From an optimization exercise on the open Yosys and OpenROAD flow, aimed at small area, a short achievable clock period and few clock cycles per item; shortcuts taken in it are not production practice. At most, simulation tests tie the RTL to the original design; equivalence was not proved. The RTL of run 3 was laid out without a check of its function. No activity file was given, so power comes from the tool's default toggle rates.

<file path="design.v">
module can_frame_parser (
    input  wire        clk,
    input  wire        rst,
    input  wire        in_valid,
    output wire        in_ready,
    input  wire [10:0] in_id,
    input  wire [3:0]  in_dlc,
    input  wire [63:0] in_data,
    output wire        rd_valid,
    input  wire        rd_ready,
    output wire        rd_last,
    output wire [7:0]  rd_field,
    output wire [1:0]  rd_kind,
    output wire [16:0] rd_raw,
    output wire [1:0]  rd_scale,
    output wire [55:0] rd_text,
    output wire [2:0]  rd_textlen,
    output wire        tx_valid,
    output wire [10:0] tx_id,
    output wire [3:0]  tx_dlc,
    output wire [63:0] tx_data,
    output wire        done,
    output reg  [5:0]  fault_bits,
    output wire [15:0] fault_count
);
    localparam [1:0] SEL_IDLE = 2'd0, SEL_A = 2'd1, SEL_B = 2'd2, SEL_C = 2'd3;
    localparam [1:0] K_NUM = 2'd0, K_ONOFF = 2'd1, K_LABEL = 2'd2, K_TEXT = 2'd3;
    localparam [4:0] P_NONE = 5'd0, P_282 = 5'd1, P_381 = 5'd2, P_382 = 5'd3,
                     P_481 = 5'd4, P_A1 = 5'd6, P_A3 = 5'd7,
                     P_B1 = 5'd8, P_C2 = 5'd9, P_C4 = 5'd10, P_C5 = 5'd11,
                     P_C6 = 5'd12, P_C8 = 5'd13, P_C9 = 5'd14, P_C14 = 5'd15,
                     P_OS0 = 5'd16;   
    reg [1:0]  sel;
    reg [3:0]  line;           
    reg        upload;
    reg        carry_valid;
    reg [7:0]  carry_byte;     
    reg [15:0] fc;             
    reg        fpend;          
    reg [3:0]  fc_g;           
    wire        fc_inc = fpend && !(&fc_g);
    wire [3:0]  fc_ci  = {fc_inc && fc_g[0] && fc_g[1] && fc_g[2],
                          fc_inc && fc_g[0] && fc_g[1], fc_inc && fc_g[0], fc_inc};
    reg  [15:0] fc_cy;
    integer     n;
    always @* begin
        for (n = 0; n < 4; n = n + 1)
            fc_cy[4*n +: 4] = {4{fc_ci[n]}} & {&fc[4*n +: 3], &fc[4*n +: 2], fc[4*n], 1'b1};
    end
    assign fault_count = fc ^ fc_cy;
    reg        em;             
    reg        zd;             
    reg        eml;            
    reg        skip1;          
    reg        txp;            
    reg [1:0]  tx_code;
    reg        cst;            
    reg [2:0]  tlen;
    reg [55:0] dat;            
    wire [7:0] d1 = dat[7:0],   d2 = dat[15:8],  d3 = dat[23:16], d4 = dat[31:24];
    wire [7:0] d5 = dat[39:32], d6 = dat[47:40], d7 = dat[55:48];
    localparam [1:0] H_NEXT = 2'd0, H_ZERO = 2'd2, H_SEXT = 2'd3;
    function [21:0] enc(input [1:0] kd, input [1:0] sc, input [2:0] k, input [1:0] hm,
                        input sgn, input bitm);
        reg [6:0] ls;
        reg [7:0] hs;
    begin
        ls = (k == 3'd0) ? 7'd1 : (7'd1 << (k - 3'd1));
        hs = (hm == H_NEXT) ? (8'd1 << k) : 8'd0;
        enc = {kd, sc, ls, bitm, hs, hm == H_SEXT, sgn};
    end
    endfunction
    function [29:0] desc(input [4:0] plan, input [2:0] idx);
        reg [2:0] k;
        reg [1:0] hm;
        reg       sgn;      
        reg       bitm;     
        reg [7:0] fbase;
        reg [1:0] kd, sc;
    begin
        k     = 3'd1;
        hm    = H_NEXT;
        sgn   = 1'b0;
        bitm  = 1'b0;
        fbase = 8'd0;
        kd  = K_NUM;
        sc = 2'd0;
        case (plan)
            P_282: begin
                fbase = 8'h01;
                if (idx[0]) begin k = 3'd1; sgn = 1'b1; sc = 2'd2; end
                else begin k = 3'd7; hm = H_ZERO; end
            end
            P_381: begin
                fbase = 8'h03; sgn = 1'b1; sc = 2'd2;
                k = (idx == 3'd0) ? 3'd7 : (idx == 3'd1) ? 3'd2 : 3'd4;
            end
            P_382: begin fbase = 8'h06; k = 3'd1; sgn = 1'b1; sc = 2'd2; end
            P_481: begin
                fbase = 8'h07; hm = H_ZERO;
                case (idx)
                    3'd0: begin k = 3'd7; kd = K_LABEL; end
                    3'd1: begin k = 3'd1; kd = K_LABEL; end
                    3'd2: begin k = 3'd5; kd = K_ONOFF; bitm = 1'b1; end
                    3'd3: begin k = 3'd2; kd = K_ONOFF; bitm = 1'b1; end
                    3'd4: begin k = 3'd3; kd = K_ONOFF; bitm = 1'b1; end
                    default: begin k = 3'd6; kd = K_ONOFF; bitm = 1'b1; end
                endcase
            end
            P_A1: begin
                fbase = 8'h10;
                if (idx[0]) begin k = 3'd6; sgn = 1'b1; sc = 2'd2; end
                else begin k = 3'd5; hm = H_ZERO; sc = 2'd1; end
            end
            P_A3: begin fbase = 8'h12; k = 3'd1; hm = H_SEXT; sgn = 1'b1; end
            P_B1: begin fbase = 8'h18; kd = K_TEXT; end
            P_C2: begin fbase = 8'h20; sgn = 1'b1; sc = 2'd2; k = idx[0] ? 3'd4 : 3'd2; end
            P_C4: begin fbase = 8'h22; sgn = 1'b1; sc = 2'd2; k = idx[0] ? 3'd4 : 3'd6; end
            P_C5: begin
                fbase = 8'h24; sgn = 1'b1; sc = 2'd2;
                k = (idx == 3'd0) ? 3'd1 : (idx == 3'd1) ? 3'd3 : 3'd5;
            end
            P_C6: begin
                fbase = 8'h27;
                case (idx)
                    3'd0: begin k = 3'd0; sgn = 1'b1; sc = 2'd2; end
                    3'd1: begin k = 3'd2; end
                    3'd2: begin k = 3'd4; sc = 2'd1; end
                    3'd3: begin k = 3'd6; hm = H_ZERO; end
                    default: begin k = 3'd7; hm = H_ZERO; end
                endcase
            end
            P_C8: begin
                fbase = 8'h2C;
                if (idx[0]) begin k = 3'd2; sc = 2'd2; end
                else begin k = 3'd0; sc = 2'd1; end
            end
            P_C9: begin
                fbase = 8'h2E; sc = 2'd3;
                if (idx[0]) k = 3'd2;
                else k = 3'd0;
            end
            P_C14: begin fbase = 8'h30; k = 3'd2; sgn = 1'b1; sc = 2'd2; end
            default: if (plan[4]) begin
                fbase = {5'b10000, plan[2:0]};
                k = 3'd4;
                case (plan[2:0])
                    3'd0, 3'd1: begin sgn = 1'b1; sc = 2'd2; end
                    3'd5:       hm = H_ZERO;
                    default:    ;
                endcase
            end
        endcase
        desc = {fbase + {5'd0, idx}, enc(kd, sc, k, hm, sgn, bitm)};
    end
    endfunction
    function [21:0] descf(input [7:0] f);
        reg [2:0] k;
        reg [1:0] hm, kd, sc;
        reg       sgn, bitm;
    begin
        k    = 3'd2;
        hm   = H_NEXT;
        kd   = K_NUM;
        sc   = 2'd2;
        sgn  = 1'b1;
        bitm = 1'b0;
        case (f)
            8'h02: k = 3'd1;                                    
            8'h04: k = 3'd2;                                    
            8'h05: k = 3'd4;                                    
            8'h08: begin k = 3'd1; hm = H_ZERO; kd = K_LABEL; sc = 2'd0; sgn = 1'b0; end
            8'h09: begin k = 3'd5; hm = H_ZERO; kd = K_ONOFF; sc = 2'd0; sgn = 1'b0; bitm = 1'b1; end
            8'h0A: begin k = 3'd2; hm = H_ZERO; kd = K_ONOFF; sc = 2'd0; sgn = 1'b0; bitm = 1'b1; end
            8'h0B: begin k = 3'd3; hm = H_ZERO; kd = K_ONOFF; sc = 2'd0; sgn = 1'b0; bitm = 1'b1; end
            8'h0C: begin k = 3'd6; hm = H_ZERO; kd = K_ONOFF; sc = 2'd0; sgn = 1'b0; bitm = 1'b1; end
            8'h11: k = 3'd6;                                    
            8'h21: k = 3'd4;                                    
            8'h23: k = 3'd4;                                    
            8'h25: k = 3'd3;                                    
            8'h26: k = 3'd5;                                    
            8'h28: begin k = 3'd2; sc = 2'd0; sgn = 1'b0; end   
            8'h29: begin k = 3'd4; sc = 2'd1; sgn = 1'b0; end   
            8'h2A: begin k = 3'd6; hm = H_ZERO; sc = 2'd0; sgn = 1'b0; end
            8'h2B: begin k = 3'd7; hm = H_ZERO; sc = 2'd0; sgn = 1'b0; end
            8'h2D: begin k = 3'd2; sgn = 1'b0; end              
            8'h2F: begin k = 3'd2; sc = 2'd3; sgn = 1'b0; end   
            default: ;
        endcase
        descf = enc(kd, sc, k, hm, sgn, bitm);
    end
    endfunction
    function [22:0] descn(input [7:0] f, input skip1);
        case (f)
            8'h07: descn = skip1 ? {1'b0, descf(8'h09)} : {1'b0, descf(8'h08)};
            8'h01: descn = {1'b1, descf(8'h02)};
            8'h03: descn = {1'b0, descf(8'h04)};
            8'h04: descn = {1'b1, descf(8'h05)};
            8'h08: descn = {1'b0, descf(8'h09)};
            8'h09: descn = {1'b0, descf(8'h0A)};
            8'h0A: descn = {1'b0, descf(8'h0B)};
            8'h0B: descn = {1'b1, descf(8'h0C)};
            8'h10: descn = {1'b1, descf(8'h11)};
            8'h20: descn = {1'b1, descf(8'h21)};
            8'h22: descn = {1'b1, descf(8'h23)};
            8'h24: descn = {1'b0, descf(8'h25)};
            8'h25: descn = {1'b1, descf(8'h26)};
            8'h27: descn = {1'b0, descf(8'h28)};
            8'h28: descn = {1'b0, descf(8'h29)};
            8'h29: descn = {1'b0, descf(8'h2A)};
            8'h2A: descn = {1'b1, descf(8'h2B)};
            8'h2C: descn = {1'b1, descf(8'h2D)};
            8'h2E: descn = {1'b1, descf(8'h2F)};
            default: descn = {1'b0, descf(8'h00)};
        endcase
    endfunction
    reg [4:0] c_plan;       
    reg [2:0] c_idx;        
    reg       c_last;       
    reg [3:0] c_min;        
    reg       c_f4, c_f5;   
    reg       c_ncv;        
    reg       c_cst;        
    always @* begin
        c_plan = P_NONE;
        c_idx  = 3'd0;
        c_last = 1'b0;
        c_min  = 4'b0000;
        c_f4   = 1'b0;
        c_f5   = 1'b0;
        c_ncv  = carry_valid;
        c_cst  = 1'b0;
        case (sel)
            SEL_A: case (line)
                4'd1: begin c_plan = P_A1; c_min = 4'b1000; end
                4'd3: begin c_plan = P_A3; c_min = 4'b0001; c_last = 1'b1; end
                default: ;
            endcase
            SEL_B: if (line == 4'd1) begin c_plan = P_B1; c_last = 1'b1; end
            SEL_C: case (line)
                4'd2:  begin c_plan = P_C2; c_min = 4'b0100; end
                4'd4:  begin c_plan = P_C4; c_min = 4'b1000; end
                4'd5:  begin c_plan = P_C5; c_min = 4'b1000; c_f4 = carry_valid;
                             c_ncv = 1'b1; c_cst = 1'b1; end
                4'd6:  begin c_plan = P_C6; c_min = 4'b1000; c_f5 = !carry_valid;
                             c_ncv = 1'b0; c_idx = {2'd0, !carry_valid}; end
                4'd7:  begin c_min = 4'b1000; c_f4 = carry_valid;
                             c_ncv = 1'b1; c_cst = 1'b1; end
                4'd8:  begin c_plan = P_C8; c_min = 4'b1000; c_f5 = !carry_valid;
                             c_ncv = 1'b1; c_cst = 1'b1; c_idx = {2'd0, !carry_valid};
                             c_last = !carry_valid; end
                4'd9:  begin c_plan = P_C9; c_min = 4'b0010; c_f5 = !carry_valid;
                             c_ncv = 1'b0; c_idx = {2'd0, !carry_valid};
                             c_last = !carry_valid; end
                4'd14: begin c_plan = P_C14; c_min = 4'b0010; c_last = 1'b1; end
                default: ;
            endcase
            default: ;
        endcase
    end
    wire [29:0] c_desc    = desc(c_plan, c_idx);
    wire [3:0]  line_inc  = (line == 4'd15) ? line : line + 4'd1;
    wire [7:0] i0 = in_data[7:0], i1 = in_data[15:8], i2 = in_data[23:16], i3 = in_data[31:24];
    wire       dge1 = in_dlc >= 4'd1, dge3 = in_dlc >= 4'd3, dge4 = in_dlc >= 4'd4;
    wire       dge5 = in_dlc >= 4'd5, dge6 = in_dlc >= 4'd6, dge7 = in_dlc >= 4'd7;
    wire       dok  = in_dlc <= 4'd8;
    wire id282 = in_id == 11'h282, id381 = in_id == 11'h381;
    wire id382 = in_id == 11'h382, id481 = in_id == 11'h481;
    wire id_st = in_id == 11'h1c1;
    wire idfam = id_st || in_id == 11'h1c2 || in_id == 11'h1c3;
    wire c282 = dok && id282 && dge3;
    wire c381 = dok && id381 && dge6;
    wire c382 = dok && id382 && dge3;
    wire c481 = dok && id481 && dge7;
    wire s_short = dok && ((id282 && !dge3) || (id381 && !dge6) ||
                           (id382 && !dge3) || (id481 && !dge7));
    wire fam   = dok && idfam;
    wire pre_a = dge3 && i0 == 8'h41 && i1 == 8'h3f && i2 == 8'h50;
    wire pre_b = dge3 && i0 == 8'h41 && i1 == 8'h0f && i2 == 8'h34;
    wire pre_c = dge3 && i0 == 8'h41 && i1 == 8'h1d && i2 == 8'h50;
    wire pre   = fam && (pre_a || pre_b || pre_c);
    wire band  = fam && dge1 && i0[7:4] == 4'h4 && !(pre_a || pre_b || pre_c);
    wire cont  = fam && dge1 && (i0 == 8'h00 || i0 == 8'h10);
    wire t3 = dge4 && i0 == 8'h43 && i1 == 8'h30 && i2 == 8'h20 && i3 == 8'h01;
    wire t4 = dge4 && i0 == 8'h43 && i1 == 8'h30 && i2 == 8'h20 && i3 == 8'h02;
    wire t0 = dge3 && i0 == 8'h4B && i1 == 8'h10 && i2 == 8'h20;
    wire t1 = dge3 && i0 == 8'h4B && i1 == 8'h11 && i2 == 8'h20;
    wire t2 = dge3 && i0 == 8'h43 && i1 == 8'h20 && i2 == 8'h20;
    wire t5 = dge3 && i0 == 8'h4F && i1 == 8'h40 && i2 == 8'h20;
    wire t_fit   = (t0 || t1 || t2 || t3 || t4) ? dge6 : dge5;
    wire hit     = t0 || t1 || t2 || t3 || t4 || t5;
    wire os_ok   = fam && hit && t_fit;
    wire os_short = fam && hit && !t_fit;
    wire [2:0] t_idx = {t4 || t5, t2 || t3, t1 || t3 || t5};
    wire c_act   = cont && sel != SEL_IDLE;
    wire dge2 = in_dlc >= 4'd2, dge8 = in_dlc >= 4'd8;
    wire c_fit   = !((c_min[3] && !dge8) || (c_min[2] && !dge6) ||
                     (c_min[1] && !dge4) || (c_min[0] && !dge2));
    wire c_ok    = c_act && c_fit;
    wire c_short = c_act && !c_fit;
    wire hard    = !dok || s_short || os_short || c_short;
    wire lk0 = i0 > 8'h0F, lk1 = i1 > 8'h1F;
    wire [5:0] fbits = {c_ok && c_f5, c_ok && c_f4, c481 && lk1, c481 && lk0,
                        !dok, s_short || os_short || c_short};
    wire       fault = !dok || s_short || os_short || (c_act && (!c_fit || c_f4 || c_f5)) ||
                       (c481 && (lk0 || lk1));
    wire [2:0]  idx481  = lk0 ? (lk1 ? 3'd2 : 3'd1) : 3'd0;
    wire        c_rd    = c_ok && (c_plan != P_NONE);
    wire        has_rd  = c282 || c381 || c382 || c481 || os_ok || c_rd;
    wire        f_last  = c382 || os_ok || (c_rd && c_last);
    wire [4:0]  os_plan = P_OS0 + {2'd0, t_idx};
    wire        q_os    = idfam && i0[7:4] == 4'h4;
    wire        q_cont  = idfam && (i0 == 8'h00 || i0 == 8'h10);
    wire [29:0] f_desc  = ({30{id282}} & desc(P_282, 3'd0)) |
                          ({30{id381}} & desc(P_381, 3'd0)) |
                          ({30{id382}} & desc(P_382, 3'd0)) |
                          ({30{id481}} & desc(P_481, idx481)) |
                          ({30{q_os}}  & desc(os_plan, 3'd0)) |
                          ({30{q_cont}} & c_desc);
    wire       n_tx    = id_st && ((pre && pre_c) || (cont && upload && !c_short));
    wire [1:0] n_code  = pre ? 2'd0 : (i0[4] ? 2'd2 : 2'd1);
    wire       n_cst   = c_ok && c_cst;
    wire       u_band  = band && !os_short;
    wire       u_off   = id_st && dok && !cont && !os_short;
    reg [2:0] n_tlen;
    integer j;
    always @* begin
        n_tlen = 3'd0;
        for (j = 1; j < 8; j = j + 1)
            if (in_data[8*j +: 8] != 8'd0 && j < in_dlc) n_tlen = j[2:0];
    end
    assign rd_valid = em;
    assign rd_last  = eml;
    assign done     = zd || (eml && rd_ready);
    assign in_ready = (!em && !eml) || (eml && rd_ready);
    wire   ce       = !em || (eml && rd_ready);
    wire   take     = in_valid && ce && !rst;
    wire        skip    = rd_field == 8'h07 && skip1;
    wire [7:0]  fld_nx  = {2'b00, rd_field[5:0] + {4'd0, skip, !skip}};
    wire [22:0] dn      = descn(rd_field, skip1);
    wire [29:0] desc_nx = {fld_nx, dn[21:0]};
    reg [6:0] r_ls;       
    reg [7:0] r_hs;       
    reg       r_hx;       
    reg       r_sgn, r_bitm;
    reg       r_f7;       
    reg [5:0] r_f;        
    assign rd_field = {r_f7, 1'b0, r_f};
    function [3:0] kind_scale(input [7:0] f);
        case (f)
            8'h07, 8'h08:               kind_scale = {K_LABEL, 2'd0};
            8'h09, 8'h0A, 8'h0B, 8'h0C: kind_scale = {K_ONOFF, 2'd0};
            8'h18:                      kind_scale = {K_TEXT, 2'd0};
            8'h10, 8'h29, 8'h2C:        kind_scale = {K_NUM, 2'd1};
            8'h2E, 8'h2F:               kind_scale = {K_NUM, 2'd3};
            8'h01, 8'h12, 8'h28, 8'h2A, 8'h2B, 8'h82, 8'h83, 8'h84, 8'h85:
                                        kind_scale = {K_NUM, 2'd0};
            default:                    kind_scale = {K_NUM, 2'd2};
        endcase
    endfunction
    assign {rd_kind, rd_scale} = kind_scale(rd_field);
    reg [7:0] lo_b, hi_b, lo, hi;
    always @* begin
        lo_b = ({8{r_ls[0]}} & d1) | ({8{r_ls[1]}} & d2) | ({8{r_ls[2]}} & d3) |
               ({8{r_ls[3]}} & d4) | ({8{r_ls[4]}} & d5) | ({8{r_ls[5]}} & d6) |
               ({8{r_ls[6]}} & d7);
        hi_b = ({8{r_hs[0]}} & carry_byte) | ({8{r_hs[1]}} & d2) | ({8{r_hs[2]}} & d3) |
               ({8{r_hs[3]}} & d4) | ({8{r_hs[4]}} & d5) | ({8{r_hs[5]}} & d6) |
               ({8{r_hs[6]}} & d7) | ({8{r_hs[7]}} & d1);
        lo = {lo_b[7:1] & {7{!r_bitm}}, lo_b[0]};
        hi = hi_b | {8{r_hx & lo_b[7]}};
    end
    assign rd_raw     = {(r_sgn & hi_b[7]) | (r_hx & lo_b[7]), hi, lo};
    assign rd_text    = dat;
    assign rd_textlen = tlen;
    assign tx_valid = txp;
    assign tx_id    = 11'h241;
    assign tx_dlc   = 4'd8;
    assign tx_data  = {56'd0, 6'b101000, tx_code};
    wire single = id282 || id381 || id481;
    always @(posedge clk) begin
        if (ce) begin
            skip1      <= id481 && lk1;
            {r_f7, r_f} <= {f_desc[29], f_desc[27:22]};
            {r_ls, r_bitm, r_hs, r_hx, r_sgn} <= f_desc[17:0];
            tx_code    <= n_code;
            cst        <= n_cst;
            tlen       <= n_tlen;
            fault_bits <= fbits;
            dat        <= {single ? i0 : in_data[63:56], in_data[55:25],
                           id481 ? in_data[52] : in_data[24], in_data[23:17],
                           id481 ? in_data[41] : in_data[16], in_data[15:8]};
        end else if (rd_ready) begin
            {r_f7, r_f} <= {desc_nx[29], desc_nx[27:22]};
            {r_ls, r_bitm, r_hs, r_hx, r_sgn} <= desc_nx[17:0];
        end
        if (done && cst) carry_byte <= d7;
        if (rst) begin
            em          <= 1'b0;
            zd          <= 1'b0;
            eml         <= 1'b0;
            txp         <= 1'b0;
            sel         <= SEL_IDLE;
            line        <= 4'd0;
            upload      <= 1'b0;
            carry_valid <= 1'b0;
            fc          <= 16'd0;
            fpend       <= 1'b0;
            fc_g        <= 4'd0;
        end else begin
            if (ce) begin
                em  <= in_valid && has_rd;
                zd  <= in_valid && !has_rd;
                eml <= in_valid && f_last;
            end else if (rd_ready) begin
                eml <= dn[22];
            end
            txp <= take && n_tx;
            fc    <= fault_count;
            fc_g  <= {&fault_count[15:12], &fault_count[11:8], &fault_count[7:4], &fault_count[3:0]};
            fpend <= take && fault;
            if (take) begin
                if (pre) begin
                    sel         <= pre_a ? SEL_A : pre_b ? SEL_B : SEL_C;
                    line        <= 4'd1;
                    carry_valid <= 1'b0;
                end else if (u_band) begin
                    sel         <= SEL_IDLE;
                    line        <= 4'd0;
                    carry_valid <= 1'b0;
                end else if (c_ok) begin
                    line        <= line_inc;
                    carry_valid <= c_ncv;
                end
                if (pre)
                    upload <= id_st && pre_c;
                else if (u_off)
                    upload <= 1'b0;
            end
        end
    end
endmodule
</file>
<file path="flow/run.sh">
#!/bin/bash
# Standard ORFS layout with fast port buffers and free cell resizing:
#  - ports are buffered with buf_1 instead of the default delay-buffer cell
#  - the resizer may swap a cell for any cell of the same function
#    (MATCH_CELL_FOOTPRINT=0), not only same-footprint ones.
set -euo pipefail
bash standard.sh MATCH_CELL_FOOTPRINT=0 \
  "BUFFER_PORTS_ARGS=-buffer_cell sky130_fd_sc_hd__buf_1" \
  finish > standard.log 2>&1
</file>
<file path="standard.sh">
#!/bin/bash
# synth_recipe.tcl (not shown) runs the flow's synth.tcl, then flattens the netlist and writes it again
# the make line also repeats each setting of config.mk as NAME=value (left out here)
make -C /OpenROAD-flow-scripts/flow DESIGN_CONFIG=/design/flow/config.mk WORK_HOME=/design/flow/orfs CLKGATE_MAP_FILE= SYNTH_SCRIPT=/design/flow/synth_recipe.tcl "${@:-finish}"
</file>
<file path="config.mk">
export PLATFORM = sky130hd
export DESIGN_NAME = can_frame_parser
export DESIGN_NICKNAME = can_frame_parser
export VERILOG_FILES = /design/flow/design.v
export SDC_FILE = /design/flow/constraint.sdc
export NUM_CORES = 4
export LEC_CHECK = 0
export CAP_MARGIN = 20
export CORE_MARGIN = 2
export CORE_UTILIZATION = 35
export CTS_BUF_LIST = sky130_fd_sc_hd__clkbuf_8
export CTS_CLUSTER_DIAMETER = 150
export CTS_CLUSTER_SIZE = 40
export PLACE_DENSITY = 0.6
export SETUP_SLACK_MARGIN = 2.5
export SLEW_MARGIN = 20
</file>
<file path="constraint.sdc">
create_clock -name core_clock -period 6.0 [get_ports {clk}]
set_input_delay 1.2000 -clock core_clock [delete_from_list [all_inputs] [get_ports {clk}]]
set_output_delay 1.2000 -clock core_clock [all_outputs]
set_load 0.01 [all_outputs]
</file>
==> run summary, run 1 <==
----------------------------------------------------
[Synth]
  Cell types with the highest counts after synthesis ... edfxtp_1 (102), buf_4 (79), nor2_1 (74)
  Register bit count reported by yosys ... about 140
  Synth area leaders ... edfxtp_1 (36%), dfxtp_1 (7.7%), buf_4 (6.9%)
  Number of warnings issued by yosys ... 1
  Synthesized area per cell ... around 9.5 µm²
  Area leader, netlist ... edfxtp_1
  Share of synthesized registers carrying an async set or reset ... 0
  Synthesized instance count ... ~900
  Commonest register cell after synthesis ... edfxtp_1
  Area fraction of the dominant cell type after synthesis ... 0.359
  Netlist area before placement ... roughly 8500 µm²
  Library cell with the highest instance count after synthesis ... edfxtp_1
  Number of flops mapped to enable cells by yosys ... between 100 and 150
  Unique masters post-synth ... between 70 and 80
  Fraction of the yosys area taken by sequential cells ... 0.436

[Pwr]
  Part of the power in the clock network ... 0.377
  Switching power total ... 0.504 mW
  Post-route total power ... 1.93 mW
  Power per unit of standard cell area ... around 200 nW/µm²
  Max rail drop VDD ... 153 µV
  Switching share of power ... 0.261
  Internal power component ... 1.43 mW
  Logic gate share of total power ... 0.081
  Reg power frac ... 0.542
  Static power due to leakage ... between 3 and 4 nW

[Setup path]
  Startpoint type of the worst setup path ... flip-flop
  FF-to-FF End ... r_f[1]$_DFFE_PP_
  CP required ... approximately 4.8 ns
  Worst reg-to-reg setup slack ... between 2 and 3 ns
  R2R cell count ... 11
  WP data arrival ... approximately 2.2 ns
  Endpoint class of the critical path ... output port
  Class of the most critical setup path ... reg -> out
  Launch point of the worst reg-to-reg path ... line[0]$_SDFFE_PP0P_
  CP max FO ... 11

[CTS]
  Clock H-tree levels ... 4
  Buffer depth of the longest clock path ... 2
  Number of sinks on the clock net ... 135
  TritonCTS Buffers ... 17
  Hold buffer count at CTS ... 0
  CTS tree ... built
  Clock slew at the register clock pins of the worst setup and hold paths ... around 0.090 ns
  Clock latency of the later-clocked register in the worst-skew pair ... about 0.46 ns
  Clk Tree Root Cell ... clkbuf_8

[Timing]
  Slew at the pin closest to its max-slew limit ... between 1 and 1.5 ns
  Final max-slew violation count ... 0
  Final number of setup-violating endpoints ... 0
  Fin Hold WS ... between 0.5 and 0.6 ns
  Hold violation count in the final report ... 0
  RSZ-0062 raised after global routing ... yes
  Worst slew margin ... 0.256
  Final total negative setup slack ... 0 ns
  Crit share post-route ... 0.570
  Setup clock skew after layout ... between 0.015 and 0.02 ns
  Maximum clock frequency ... approximately 0.3 GHz
  Shortest clock period the worst path allows after layout ... about 3.4 ns

[Global routing]
  Global-route wire length before repair ... ~44 mm
  Overall routing resource usage ... 0.226
  Total congestion overflow after global routing ... 0
  Number of global-route vias before repair ... 7277
  Maximum number of pins on one net before global-route repair ... 56
  Number of antenna violations at the first check in global routing ... 2

[Drt]
  Remaining design rule violation count ... 0
  Via count ... roughly 8100
  Detail-routed net length per standard cell ... approximately 21 µm
  Post-detailed-routing wire length ... about 30 mm
  DRT antenna net count ... 0
  Detailed Route Iter0 Violations ... approximately 1100
  Via density ... ~5.7
  Number of optimization iterations in the first detailed-route pass ... 8

[Flow run]
  Number of violations of the max-capacitance limit ... 0

[Floorplan]
  Core Region ... 24100 µm²
  Core Rows ... 57
  Die Height ... 160 µm
  I/O pin cnt ... 277
  DIE AREA ... about 26000 µm²
  Horizontal die dimension ... approximately 160 µm
  Starting utilization of the core area ... 0.354

[Cells and area]
  Net count of the finished layout ... 1192
  Ratio of cells with drive above 1 in the final layout ... 0.0734
  Relative area change from synthesis to final layout ... 15.0%
  Filler instances ... between 2000 and 2500

[Worst hold path]
  Worst Min Path Start ... upload$_SDFFE_PP0P_
  Class of the most critical hold timing path ... reg -> reg
  Worst Hold End ... upload$_SDFFE_PP0P_
  Hold path depth ... 2

[Placement]
  Estimated wirelength of the detail-placed design ... between 20 and 25 mm
  Port buffer count ... between 150 and 200
  Gp weighted congestion ... 0.914

[Run status]
  Status ... finished clean

----------------------------------------------------
-- stage by stage --
step / instance area, µm² / worst slack, ns / utilization / std cells
global route: 9820 / 2.44 / 0.407 / 1427
global placement: 9240 / 2.06 / 0.383 / 1374
detailed placement: 9240 / 1.94 / 0.383 / 1374
finish: 9820 / 2.58 / 0.407 / 1428
CTS: 9650 / 2.46 / 0.400 / 1408
floorplan: 8830 / 2.55 / - / 972
-- critical path, cell delays in order, from the launching register on --
cell,delay [ns]
edfxtp_1,0.63
inv_1,0.21
o31ai_1,0.27
a32oi_1,0.07
o22ai_1,0.19
o21ai_0,0.09
and3b_1,0.18
buf_1,0.12
-- worst max path at each step --
stage	startpoint	end	slack, ns	depth (start not counted)
floorplan	rd_ready	r_f[0]$_DFFE_PP_	2.55	7
global placement	rd_ready	r_ls[5]$_DFFE_PP_	2.06	7
detailed placement	rd_ready	r_ls[5]$_DFFE_PP_	1.94	7
CTS	r_f[1]$_DFFE_PP_	rd_scale[1]	2.46	6
global route	r_f[0]$_DFFE_PP_	rd_scale[1]	2.44	7
finish	r_f[0]$_DFFE_PP_	rd_scale[1]	2.58	7
-- cells in the final DEF, fill, tap and decap left out, drive strengths merged, types with 7 or more instances in the layout --
cell type	netlist	layout
a21o	8	8
a21oi	31	31
a221oi	10	10
a222oi	8	8
a22o	8	8
a22oi	34	34
a31oi	18	18
and2	9	9
and3	14	14
buf	91	223
clkbuf	34	21
conb	2	78
dfxtp	33	33
edfxtp	102	102
ha	15	15
inv	34	36
mux2	10	10
nand2	62	62
nand2b	12	12
nand3	22	22
nand4	22	22
nor2	74	74
nor2b	10	10
nor3	23	23
nor3b	9	9
nor4	24	24
nor4b	12	12
o21a	8	8
o21ai	40	40
o31ai	7	7
xnor2	16	16
xor2	8	8
-- final cells by class --
class,count,area [µm²],share of cell area
Antenna cell,1,2.50,0.000255
Clock buffer,17,234,0.0238
Tap cell,324,405,0.0413
Inverter,34,130,0.0133
Multi-Input combinational cell,678,4230,0.431
Timing Repair Buffer,227,963,0.0981
Clock inverter,12,131,0.0134
Sequential cell,135,3720,0.379
-- state kept, by name (all words and copies together) (netlist names), 3 cells and up --
signal,count
r_hs,8
fc_g,4
r_ls,7
tlen,3
carry_byte,8
fault_bits,6
dat,56
fc,16
r_f,6
line,4
-- power by group through the flow --
| stage | sequential [mW] | combinational [mW] | clock (mW) |
|---|---|---|---|
| 3_5_place_dp | 1.07 | 0.152 | 0 |
| 3_3_place_gp | 1.07 | 0.152 | 0 |
| 4_1_cts | 1.05 | 0.153 | 0.747 |
| 6_report | 1.05 | 0.156 | 0.728 |
| 5_1_grt | 1.05 | 0.168 | 0.778 |
| 2_1_floorplan | 1.07 | 0.102 | 0 |
-- kinds of logic after synthesis --
family,share of synthesized area
AOI/OAI and AO/OA,0.189
xor gates and xnor gates,0.0246
adders and majority gates,0.0243
buffers and inverters,0.105
DFF,0.436
muxes,0.0179
other,0.000879
and+or+nand+nor,0.202
-- per-layer routing --
layer	up-vias	GRT usage	share of wire	routed length, µm
met2	540	0.377	0.47	14500
met3	81	0.0478	0.090	2740
met5	-	0	0.00043	13
li1	3640	-	-	-
met4	2	0.0811	0.030	917
met1	3872	0.290	0.41	12400
-- repair_timing --
item,CTS,global route
setup buffers,5,19
resized for setup,2,6
pin swaps,0,2
setup endpoints to repair,12,22
Testbench counts, summed over its fixed seeds: cycles 35,159, frames 20,000.
==> run 2: changes to the inputs <==
--- a/config.mk
+++ b/config.mk
@@ -7,10 +7,10 @@
 export LEC_CHECK = 0
 export CAP_MARGIN = 20
 export CORE_MARGIN = 2
-export CORE_UTILIZATION = 35
+export CORE_UTILIZATION = 45
 export CTS_BUF_LIST = sky130_fd_sc_hd__clkbuf_8
 export CTS_CLUSTER_DIAMETER = 150
 export CTS_CLUSTER_SIZE = 40
-export PLACE_DENSITY = 0.6
+export PLACE_DENSITY = 0.75
 export SETUP_SLACK_MARGIN = 2.5
 export SLEW_MARGIN = 20
==> run 2 against run 1 <==
Clock-buffer cell count unchanged. Clock power is 2% higher. Still clean on timing, DRC and antenna. Highest routed layer is now met4. Global-route usage is 4.5 points higher. Largest cell class unchanged. Total power rose by 0.82%.
==> run summary, run 2 <==
----------------------------------------------------
[Run status]
  Status ... finished clean (unchanged)

[Synth]
  Number of flops mapped to enable cells by yosys ... 102 (unchanged)
  Unique masters post-synth ... 79 (unchanged)
  Synthesized area per cell ... 9.53 µm² (unchanged)
  Netlist area before placement ... 8540 µm² (unchanged)
  Library cell with the highest instance count after synthesis ... edfxtp_1 (unchanged)
  Number of warnings issued by yosys ... 1 (unchanged)
  Area fraction of the dominant cell type after synthesis ... 0.359 (unchanged)
  Area leader, netlist ... edfxtp_1 (unchanged)
  Register bit count reported by yosys ... 135 (unchanged)
  Share of synthesized registers carrying an async set or reset ... 0 (unchanged)
  Cell types with the highest counts after synthesis ... edfxtp_1 (102), buf_4 (79), nor2_1 (74) (unchanged)
  Synth area leaders ... edfxtp_1 (36%), dfxtp_1 (7.7%), buf_4 (6.9%) (unchanged)
  Synthesized instance count ... 896 (unchanged)
  Fraction of the yosys area taken by sequential cells ... 0.436 (unchanged)
  Commonest register cell after synthesis ... edfxtp_1 (unchanged)

[Pwr]
  Part of the power in the clock network ... 0.383 (was 0.377)
  Power per unit of standard cell area ... 199 nW/µm² (was 197 nW/µm²)
  Static power due to leakage ... 3.67 nW (was 3.65 nW)
  Switching share of power ... 0.264 (was 0.261)
  Reg power frac ... 0.538 (was 0.542)
  Max rail drop VDD ... 157 µV (was 153 µV)
  Switching power total ... 0.513 mW (was 0.504 mW)
  Internal power component ... 1.43 mW (about the same)
  Logic gate share of total power ... 0.079 (was 0.081)

[Setup path]
  Endpoint class of the critical path ... output port (unchanged)
  Stages on the worst setup path ... 6 (was 7)
  Largest delay share family, worst path ... compound AO/OA/AOI/OAI gates (was flip-flops)
  Launch point of the worst reg-to-reg path ... line[0]$_SDFFE_PP0P_ (unchanged)
  Startpoint type of the worst setup path ... flip-flop (unchanged)
  Bufs and invs on worst path ... 2 (unchanged)
  Class of the most critical setup path ... reg -> out (unchanged)
  R2R cell count ... 11 (unchanged)
  Worst-path cell with the longest stage delay ... a222oi_1 (was edfxtp_1)
  CP max FO ... 9 (was 11)
  CP required ... 4.80 ns (about the same)
  WP data arrival ... 2.26 ns (was 2.22 ns)
  Worst reg-to-reg setup slack ... 2.85 ns (was 2.72 ns)
  FF-to-FF End ... r_f[1]$_DFFE_PP_ (unchanged)
  Delay of the slowest cell on the worst path ... 0.42 ns (was 0.63 ns)
  CP cell instances ... buf_4, a222oi_1, nand3_1, nand2_2, o21ai_0, buf_1 (was inv_1, o31ai_1, a32oi_1, o22ai_1, o21ai_0, and3b_1, buf_1)

[Drt]
  Remaining design rule violation count ... 0 (unchanged)
  DRT antenna net count ... 0 (unchanged)
  Number of optimization iterations in the first detailed-route pass ... 8 (unchanged)
  Via density ... 6.10 (was 5.70)
  Detail-routed net length per standard cell ... 21.1 µm (was 21.3 µm)
  Detailed Route Iter0 Violations ... 1002 (was 1109)
  Post-detailed-routing wire length ... 28.5 mm (was 30.5 mm)
  Via count ... 8228 (was 8135)

[Floorplan]
  I/O pin cnt ... 277 (unchanged)
  Core Rows ... 50 (was 57)
  Horizontal die dimension ... 142 µm (was 160 µm)
  DIE AREA ... 20100 µm² (was 25700 µm²)
  Starting utilization of the core area ... 0.458 (was 0.354)
  Core Region ... 18600 µm² (was 24100 µm²)
  Die Height ... 142 µm (was 160 µm)

[CTS]
  Buffer depth of the longest clock path ... 2 (unchanged)
  Clock H-tree levels ... 4 (unchanged)
  Hold buffer count at CTS ... 0 (unchanged)
  CTS tree ... built (unchanged)
  Clock slew at the register clock pins of the worst setup and hold paths ... 0.08 ns (was 0.09 ns)
  Clk Tree Root Cell ... clkbuf_8 (unchanged)
  TritonCTS Buffers ... 17 (unchanged)
  Clock latency of the later-clocked register in the worst-skew pair ... 0.47 ns (was 0.46 ns)
  Number of sinks on the clock net ... 135 (unchanged)

[Worst hold path]
  Hold path depth ... 2 (unchanged)
  Class of the most critical hold timing path ... reg -> reg (unchanged)
  Worst Min Path Start ... upload$_SDFFE_PP0P_ (unchanged)
  Worst Hold End ... upload$_SDFFE_PP0P_ (unchanged)

[Cells and area]
  Reg with most FFs ... dat (unchanged)
  Commonest non-fill, non-tap cell in the layout ... buf_1 (unchanged)
  Design Area, Final ... 9770 µm² (was 9820 µm²)
  Net count of the finished layout ... 1198 (was 1192)
  Largest register FFs ... 56 (unchanged)
  Leading registers by flop count ... dat (56), fc (16) (unchanged)
  Commonest cells after routing, fill and taps aside ... buf_1 (197), edfxtp_1 (102), conb_1 (78) (was buf_1 (196), edfxtp_1 (102), conb_1 (78))
  Relative area change from synthesis to final layout ... 14.4% (was 15.0%)
  Ratio of cells with drive above 1 in the final layout ... 0.0800 (was 0.0734)

[Timing]
  Crit share post-route ... 0.577 (was 0.570)
  Slew at the pin closest to its max-slew limit ... 0.916 ns (was 1.10 ns)
  Maximum clock frequency ... 0.289 GHz (was 0.292 GHz)
  Worst slew margin ... 0.387 (was 0.256)
  Shortest clock period the worst path allows after layout ... 3.46 ns (was 3.42 ns)
  Final total negative setup slack ... 0 ns (unchanged)
  Final max-slew violation count ... 0 (unchanged)
  Setup clock skew after layout ... 0.0203 ns (was 0.0174 ns)
  RSZ-0062 raised after global routing ... no (was yes)
  Final number of setup-violating endpoints ... 0 (unchanged)
  Hold violation count in the final report ... 0 (unchanged)

[Global routing]
  Total congestion overflow after global routing ... 0 (unchanged)
  Global-route wire length before repair ... 41.6 mm (was 44.0 mm)
  Maximum number of pins on one net before global-route repair ... 53 (was 56)
  Number of antenna violations at the first check in global routing ... 2 (unchanged)
  Number of global-route vias before repair ... 7311 (was 7277)
  Overall routing resource usage ... 0.270 (was 0.226)

[Placement]
  Gp weighted congestion ... 1.05 (was 0.914)
  Port buffer count ... 198 (unchanged)
  Estimated wirelength of the detail-placed design ... 21.3 mm (was 23.0 mm)
  Instance area at placement ... 9130 µm² (was 9240 µm²)

[Flow run]
  Number of violations of the max-capacitance limit ... 0 (unchanged)

----------------------------------------------------
==> run 2: worst reg2reg max path, cell delays in order (launching register included) <==
cell       delay (ns)
dfxtp_1          0.43
ha_1             0.44
o21ai_1          0.19
a2111oi_4        0.31
buf_4            0.20
nand2b_1         0.23
nor2_1           0.08
ha_1             0.22
ha_1             0.29
a211oi_1         0.27
o21a_1           0.16
o22ai_1          0.07
==> run 2: layout make-up <==
class / instances / area [µm²]
diodes: 2 / 5.00
clock buffers: 17 / 234
clock inverters: 15 / 151
fillers: 1731 / 8870
inverters: 34 / 130
multi-input cells: 678 / 4220
flip-flops and latches: 135 / 3720
well taps: 234 / 293
repair buffers: 233 / 1010
==> run 2: per-layer routing <==
layer  track usage  routed length [µm]  vias to the layer above
li1              -                   -                     3656
met4         0.107                1050                        0
met1         0.343               10900                     3851
met3        0.0692                3100                       87
met5             0                   0                        -
met2         0.443               13500                      634
==> run 2: worst max-delay path by stage <==
stage                                   end  slack (ns)         startpoint
after CTS                       rd_scale[1]        2.46   r_f[1]$_DFFE_PP_
final                            rd_raw[16]        2.54  r_ls[5]$_DFFE_PP_
after detailed placement  r_ls[5]$_DFFE_PP_        2.09           rd_ready
after floorplan            r_f[0]$_DFFE_PP_        2.55           rd_ready
after global routing             rd_raw[16]        2.44  r_ls[5]$_DFFE_PP_
after global placement    r_ls[5]$_DFFE_PP_        2.19           rd_ready
==> run 2: power by group through the flow <==
stage	combinational, mW	clock (mW)	sequential (mW)
after floorplan	0.102	0	1.07
after global placement	0.149	0	1.07
after detailed placement	0.150	0	1.07
after CTS	0.151	0.754	1.05
after global routing	0.169	0.794	1.05
final	0.155	0.745	1.05
==> run 2: kinds of logic after synthesis <==
| family | share of synthesized area |
|---|---|
| other cells | 0.000879 |
| simple gates | 0.202 |
| mux | 0.0179 |
| flops | 0.436 |
| xor+xnor | 0.0246 |
| buf+inv | 0.105 |
| fa+ha+maj | 0.0243 |
| compound gates | 0.189 |
==> run 2: metrics by stage <==
stage                     setup WS (ns)  hold WS [ns]  std cells   util  power [mW]
after CTS                          2.46         0.497       1320  0.512        1.95
after global routing               2.44         0.530       1346  0.524        2.01
after floorplan                    2.55         0.450        972      -        1.17
after detailed placement           2.09         0.486       1284  0.490        1.22
after global placement             2.19         0.471       1284  0.490        1.22
final                              2.54         0.499       1348  0.524        1.95
==> run 2: repair_timing <==
action                                  4_1_cts  5_1_grt
gates resized for setup                       1        6
endpoints found under the setup margin       11       29
pin swaps                                     0        2
setup buffers                                 4       26
==> run 3: changes to the inputs <==
--- a/design.v
+++ b/design.v
@@ -37,17 +37,7 @@
     reg [7:0]  carry_byte;     
     reg [15:0] fc;             
     reg        fpend;          
-    reg [3:0]  fc_g;           
-    wire        fc_inc = fpend && !(&fc_g);
-    wire [3:0]  fc_ci  = {fc_inc && fc_g[0] && fc_g[1] && fc_g[2],
-                          fc_inc && fc_g[0] && fc_g[1], fc_inc && fc_g[0], fc_inc};
-    reg  [15:0] fc_cy;
-    integer     n;
-    always @* begin
-        for (n = 0; n < 4; n = n + 1)
-            fc_cy[4*n +: 4] = {4{fc_ci[n]}} & {&fc[4*n +: 3], &fc[4*n +: 2], fc[4*n], 1'b1};
-    end
-    assign fault_count = fc ^ fc_cy;
+    assign fault_count = (fpend && ~&fc) ? fc + 16'd1 : fc;
     reg        em;             
     reg        zd;             
     reg        eml;            
@@ -406,7 +396,6 @@
             carry_valid <= 1'b0;
             fc          <= 16'd0;
             fpend       <= 1'b0;
-            fc_g        <= 4'd0;
         end else begin
             if (ce) begin
                 em  <= in_valid && has_rd;
@@ -417,7 +406,6 @@
             end
             txp <= take && n_tx;
             fc    <= fault_count;
-            fc_g  <= {&fault_count[15:12], &fault_count[11:8], &fault_count[7:4], &fault_count[3:0]};
             fpend <= take && fault;
             if (take) begin
                 if (pre) begin
--- a/config.mk
+++ b/config.mk
@@ -7,10 +7,10 @@
 export LEC_CHECK = 0
 export CAP_MARGIN = 20
 export CORE_MARGIN = 2
-export CORE_UTILIZATION = 45
+export CORE_UTILIZATION = 35
 export CTS_BUF_LIST = sky130_fd_sc_hd__clkbuf_8
 export CTS_CLUSTER_DIAMETER = 150
 export CTS_CLUSTER_SIZE = 40
-export PLACE_DENSITY = 0.75
+export PLACE_DENSITY = 0.6
 export SETUP_SLACK_MARGIN = 2.5
 export SLEW_MARGIN = 20
==> run 3 against run 2 <==
Largest power group unchanged. Clock skew down 0.0040 ns. Via count down 1.0%. Register-to-register slack worse by 0.12 ns. Still clean. Clock power fell by 5.0%. Final cell count rose by 7.7%. Largest cell class unchanged. Sequential power is essentially flat. Non-clock buffer count increased by 4. Fmax fell by 2.2%. Global-route usage down 4.2 points. Critical path type unchanged. Core utilization decreased by 11 points.
==> run summary, run 3 <==
----------------------------------------------------
[Setup path]
  Class of the most critical setup path ... reg -> out (unchanged)
  CP required ... 4.80 ns (about the same)
  Delay of the slowest cell on the worst path ... 0.50 ns (was 0.42 ns)
  Worst-path cell with the longest stage delay ... edfxtp_1 (was a222oi_1)
  CP startpoint ... r_f[0]$_DFFE_PP_ (was r_ls[5]$_DFFE_PP_)
  Bufs and invs on worst path ... 2 (unchanged)
  Largest delay share family, worst path ... simple AND/OR/NAND/NOR gates (was compound AO/OA/AOI/OAI gates)
  CP cell instances ... inv_2, ha_4, nor3_4, nand2_1, o21ai_1, o21ai_1, or3_4, o32ai_2, buf_2 (was buf_4, a222oi_1, nand3_1, nand2_2, o21ai_0, buf_1)
  Most prevalent standard cell on the critical path ... o21ai_1
  WP data arrival ... 2.34 ns (was 2.26 ns)
  Worst reg-to-reg setup slack ... 2.73 ns (was 2.85 ns)
  R2R cell count ... 9 (was 11)
  End point of the critical path ... rd_scale[1] (was rd_raw[16])
  FF-to-FF End ... r_f[2]$_DFFE_PP_ (was r_f[1]$_DFFE_PP_)
  Startpoint type of the worst setup path ... flip-flop (unchanged)
  CP max FO ... 4 (was 9)
  Endpoint class of the critical path ... output port (unchanged)
  Stages on the worst setup path ... 9 (was 6)
  Launch point of the worst reg-to-reg path ... line[0]$_SDFFE_PP0P_ (unchanged)

[Synth]
  Synthesized instance count ... 906 (was 896)
  Commonest register cell after synthesis ... edfxtp_1 (unchanged)
  Area fraction of the dominant cell type after synthesis ... 0.352 (was 0.359)
  Number of flops mapped to enable cells by yosys ... 102 (unchanged)
  Fraction of the yosys area taken by sequential cells ... 0.419 (was 0.436)
  Unique masters post-synth ... 96 (was 79)
  Register bit count reported by yosys ... 131 (was 135)
  Library cell with the highest instance count after synthesis ... edfxtp_1 (unchanged)
  Cell types with the highest counts after synthesis ... edfxtp_1 (102), buf_4 (80), nand2_1 (78) (was edfxtp_1 (102), buf_4 (79), nor2_1 (74))
  Synth area leaders ... edfxtp_1 (35%), buf_4 (6.9%), dfxtp_1 (6.7%) (was edfxtp_1 (36%), dfxtp_1 (7.7%), buf_4 (6.9%))
  Share of synthesized registers carrying an async set or reset ... 0 (unchanged)
  Number of warnings issued by yosys ... 1 (unchanged)
  Synthesized area per cell ... 9.60 µm² (was 9.53 µm²)
  Netlist area before placement ... 8700 µm² (was 8540 µm²)
  Area leader, netlist ... edfxtp_1 (unchanged)

[Timing]
  Maximum clock frequency ... 0.283 GHz (was 0.289 GHz)
  RSZ-0062 raised after global routing ... yes (was no)
  Final total negative setup slack ... 0 ns (unchanged)
  Fin Hold WS ... 0.500 ns (was 0.499 ns)
  Final number of setup-violating endpoints ... 0 (unchanged)
  Crit share post-route ... 0.590 (was 0.577)
  Final max-slew violation count ... 0 (unchanged)
  Setup clock skew after layout ... 0.0163 ns (was 0.0203 ns)
  Shortest clock period the worst path allows after layout ... 3.54 ns (was 3.46 ns)
  Hold violation count in the final report ... 0 (unchanged)
  Worst slew margin ... 0.357 (was 0.387)
  Slew at the pin closest to its max-slew limit ... 0.955 ns (was 0.916 ns)

[Global routing]
  Maximum number of pins on one net before global-route repair ... 63 (was 53)
  Number of antenna violations at the first check in global routing ... 0 (was 2)
  Overall routing resource usage ... 0.228 (was 0.270)
  Total congestion overflow after global routing ... 0 (unchanged)
  Global-route wire length before repair ... 45.7 mm (was 41.6 mm)
  Number of global-route vias before repair ... 7623 (was 7311)

[Cells and area]
  Commonest non-fill, non-tap cell in the layout ... buf_1 (unchanged)
  Reg with most FFs ... dat (unchanged)
  Leading registers by flop count ... dat (56), fc (16) (unchanged)
  Filler instances ... 2468 (was 1731)
  Core occupancy in the finished layout ... 0.418 (was 0.524)
  Design Area, Final ... 10200 µm² (was 9770 µm²)
  Relative area change from synthesis to final layout ... 17.1% (was 14.4%)
  Register Area ... 3660 µm² (was 3720 µm²)
  Ratio of cells with drive above 1 in the final layout ... 0.138 (was 0.0800)
  Largest register FFs ... 56 (unchanged)
  Area taken by multi-input logic gates ... 4630 µm² (was 4220 µm²)
  Commonest cells after routing, fill and taps aside ... buf_1 (193), edfxtp_1 (102), conb_1 (78) (was buf_1 (197), edfxtp_1 (102), conb_1 (78))
  Net count of the finished layout ... 1214 (was 1198)

[CTS]
  Buffer depth of the longest clock path ... 2 (unchanged)
  Clock slew at the register clock pins of the worst setup and hold paths ... 0.09 ns (was 0.08 ns)
  TritonCTS Buffers ... 17 (unchanged)
  Clock H-tree levels ... 4 (unchanged)
  CTS tree ... built (unchanged)
  Hold buffer count at CTS ... 0 (unchanged)
  Clk Tree Root Cell ... clkbuf_8 (unchanged)
  Number of sinks on the clock net ... 131 (was 135)
  Clock latency of the later-clocked register in the worst-skew pair ... 0.45 ns (was 0.47 ns)

[Floorplan]
  Core Rows ... 57 (was 50)
  Core Region ... 24400 µm² (was 18600 µm²)
  Starting utilization of the core area ... 0.357 (was 0.458)
  DIE AREA ... 26100 µm² (was 20100 µm²)
  I/O pin cnt ... 277 (unchanged)
  Horizontal die dimension ... 162 µm (was 142 µm)
  Die Height ... 162 µm (was 142 µm)

[Drt]
  Detailed Route Iter0 Violations ... 911 (was 1002)
  Remaining design rule violation count ... 0 (unchanged)
  Detail-routed net length per standard cell ... 21.3 µm (was 21.1 µm)
  Via count ... 8146 (was 8228)
  Number of optimization iterations in the first detailed-route pass ... 6 (was 8)
  DRT antenna net count ... 0 (unchanged)
  Post-detailed-routing wire length ... 30.9 mm (was 28.5 mm)
  Via density ... 5.61 (was 6.10)

[Placement]
  Port buffer count ... 198 (unchanged)
  Estimated wirelength of the detail-placed design ... 23.6 mm (was 21.3 mm)
  Instance area at placement ... 9370 µm² (was 9130 µm²)
  Gp weighted congestion ... 0.891 (was 1.05)

[Pwr]
  Power per unit of standard cell area ... 185 nW/µm² (was 199 nW/µm²)
  Max rail drop VDD ... 126 µV (was 157 µV)
  Static power due to leakage ... 3.69 nW (was 3.67 nW)

[Worst hold path]
  Worst Min Path Start ... zd$_SDFFE_PP0N_ (was upload$_SDFFE_PP0P_)
  Class of the most critical hold timing path ... reg -> reg (unchanged)

[Run status]
  Status ... finished clean (unchanged)

[Flow run]
  Number of violations of the max-capacitance limit ... 0 (unchanged)

----------------------------------------------------
## run 3: cell count changes in the layout (fill, tap and decap cells not counted), sizes merged, moves of 5 or more
cell / delta
nor4b: -8
nand2: +17
o22ai: +5
nor3: +14
and3: -11
and2: +17
nor3b: -5
inv: -7
nand3: +6
nor2: -12
xor2: +6
o21ai: -7
## run 3: kinds of logic after synthesis
logic type,after synthesis,synth area share
simple gates,343,0.212
buf+inv,149,0.103
flops,131,0.419
mux,13,0.0165
xor+xnor,27,0.0280
fa+ha+maj,17,0.0244
compound gates,224,0.196
other cells,2,0.000863
## run 3: how the worst min path moves through the flow
| stage | to | slack [ns] | cells past startpoint |
|---|---|---|---|
| 3_5_place_dp | zd$_SDFFE_PP0N_ | 0.48 | 1 |
| 3_3_place_gp | zd$_SDFFE_PP0N_ | 0.49 | 1 |
| 6_report | zd$_SDFFE_PP0N_ | 0.50 | 1 |
| 5_1_grt | zd$_SDFFE_PP0N_ | 0.55 | 1 |
| 4_1_cts | zd$_SDFFE_PP0N_ | 0.51 | 1 |
| 2_1_floorplan | zd$_SDFFE_PP0N_ | 0.46 | 1 |
## run 3: layout make-up
type | count | area share
antenna | 1 | 0.000246
tap | 324 | 0.0398
inverter | 25 | 0.00945
clock buffer | 17 | 0.0230
clock inverter | 15 | 0.0122
sequential | 131 | 0.359
timing repair buffer | 237 | 0.103
multi-input combinational | 702 | 0.454
## run 3: per-layer routing
metal / global-route usage / up-vias / routed length [µm]
met5: 0 / - / 0
met4: 0.0716 / 0 / 729
met3: 0.0452 / 47 / 2680
met2: 0.380 / 502 / 14800
met1: 0.301 / 3885 / 12700
li1: - / 3712 / -
## run 3: repair_timing
action                                  CTS  global route
gates resized for setup                  43            12
pin swaps                                 8             7
endpoints found under the hold margin     0             0
endpoints found under the setup margin   19            26
buffers inserted                         32             2
## run 3: per-stage QoR
step | power (mW) | instances | setup WS [ns]
finish | 1.89 | 1452 | 2.46
global route | 1.95 | 1451 | 2.32
CTS | 1.90 | 1449 | 2.49
detailed placement | 1.20 | 1385 | 2.21
global placement | 1.20 | 1385 | 2.31
floorplan | 1.15 | 982 | 2.77
## run 3: report_power, final
group	leakage, nW	switching (mW)	internal, mW
Combinational	2.15	0.112	0.0424
Sequential	1.36	0.0309	0.996
Clock	0.177	0.411	0.297

## port drivers added, routing unchanged
No port has a modelled driver above. Below, the same layouts with a new extraction and two added sets of constraints.
Step 1 sets driving cells, clkbuf_16 on the clock port and buf_2 on the other inputs (assumed; they add their load-dependent delay and slew).
Step 2 adds t to the input delays and takes it off the output delays; t is the mean of the earliest and latest rising clock arrival at the registers after step 1. Input paths then give back, and output paths get back, about the clock's delay inside the block.
a / b / c = ideal ports / drivers / drivers and shift; a / b = the first two.
run	t (ns)	setup WS [ns]	latest minus earliest clock arrival (ns)	worst slew at a driven data input, ns
run 1	0.486	2.580 / 2.543 / 2.162	0.018 / 0.018	0.07
run 2	0.496	2.540 / 2.502 / 2.133	0.021 / 0.020	0.08
run 3	0.487	2.461 / 2.420 / 2.290	0.023 / 0.023	0.09
After both steps setup and hold are still met in every run listed. The setup slack of run 1, which loses most, moves by -0.037 ns with the drivers and by -0.418 ns with both steps.
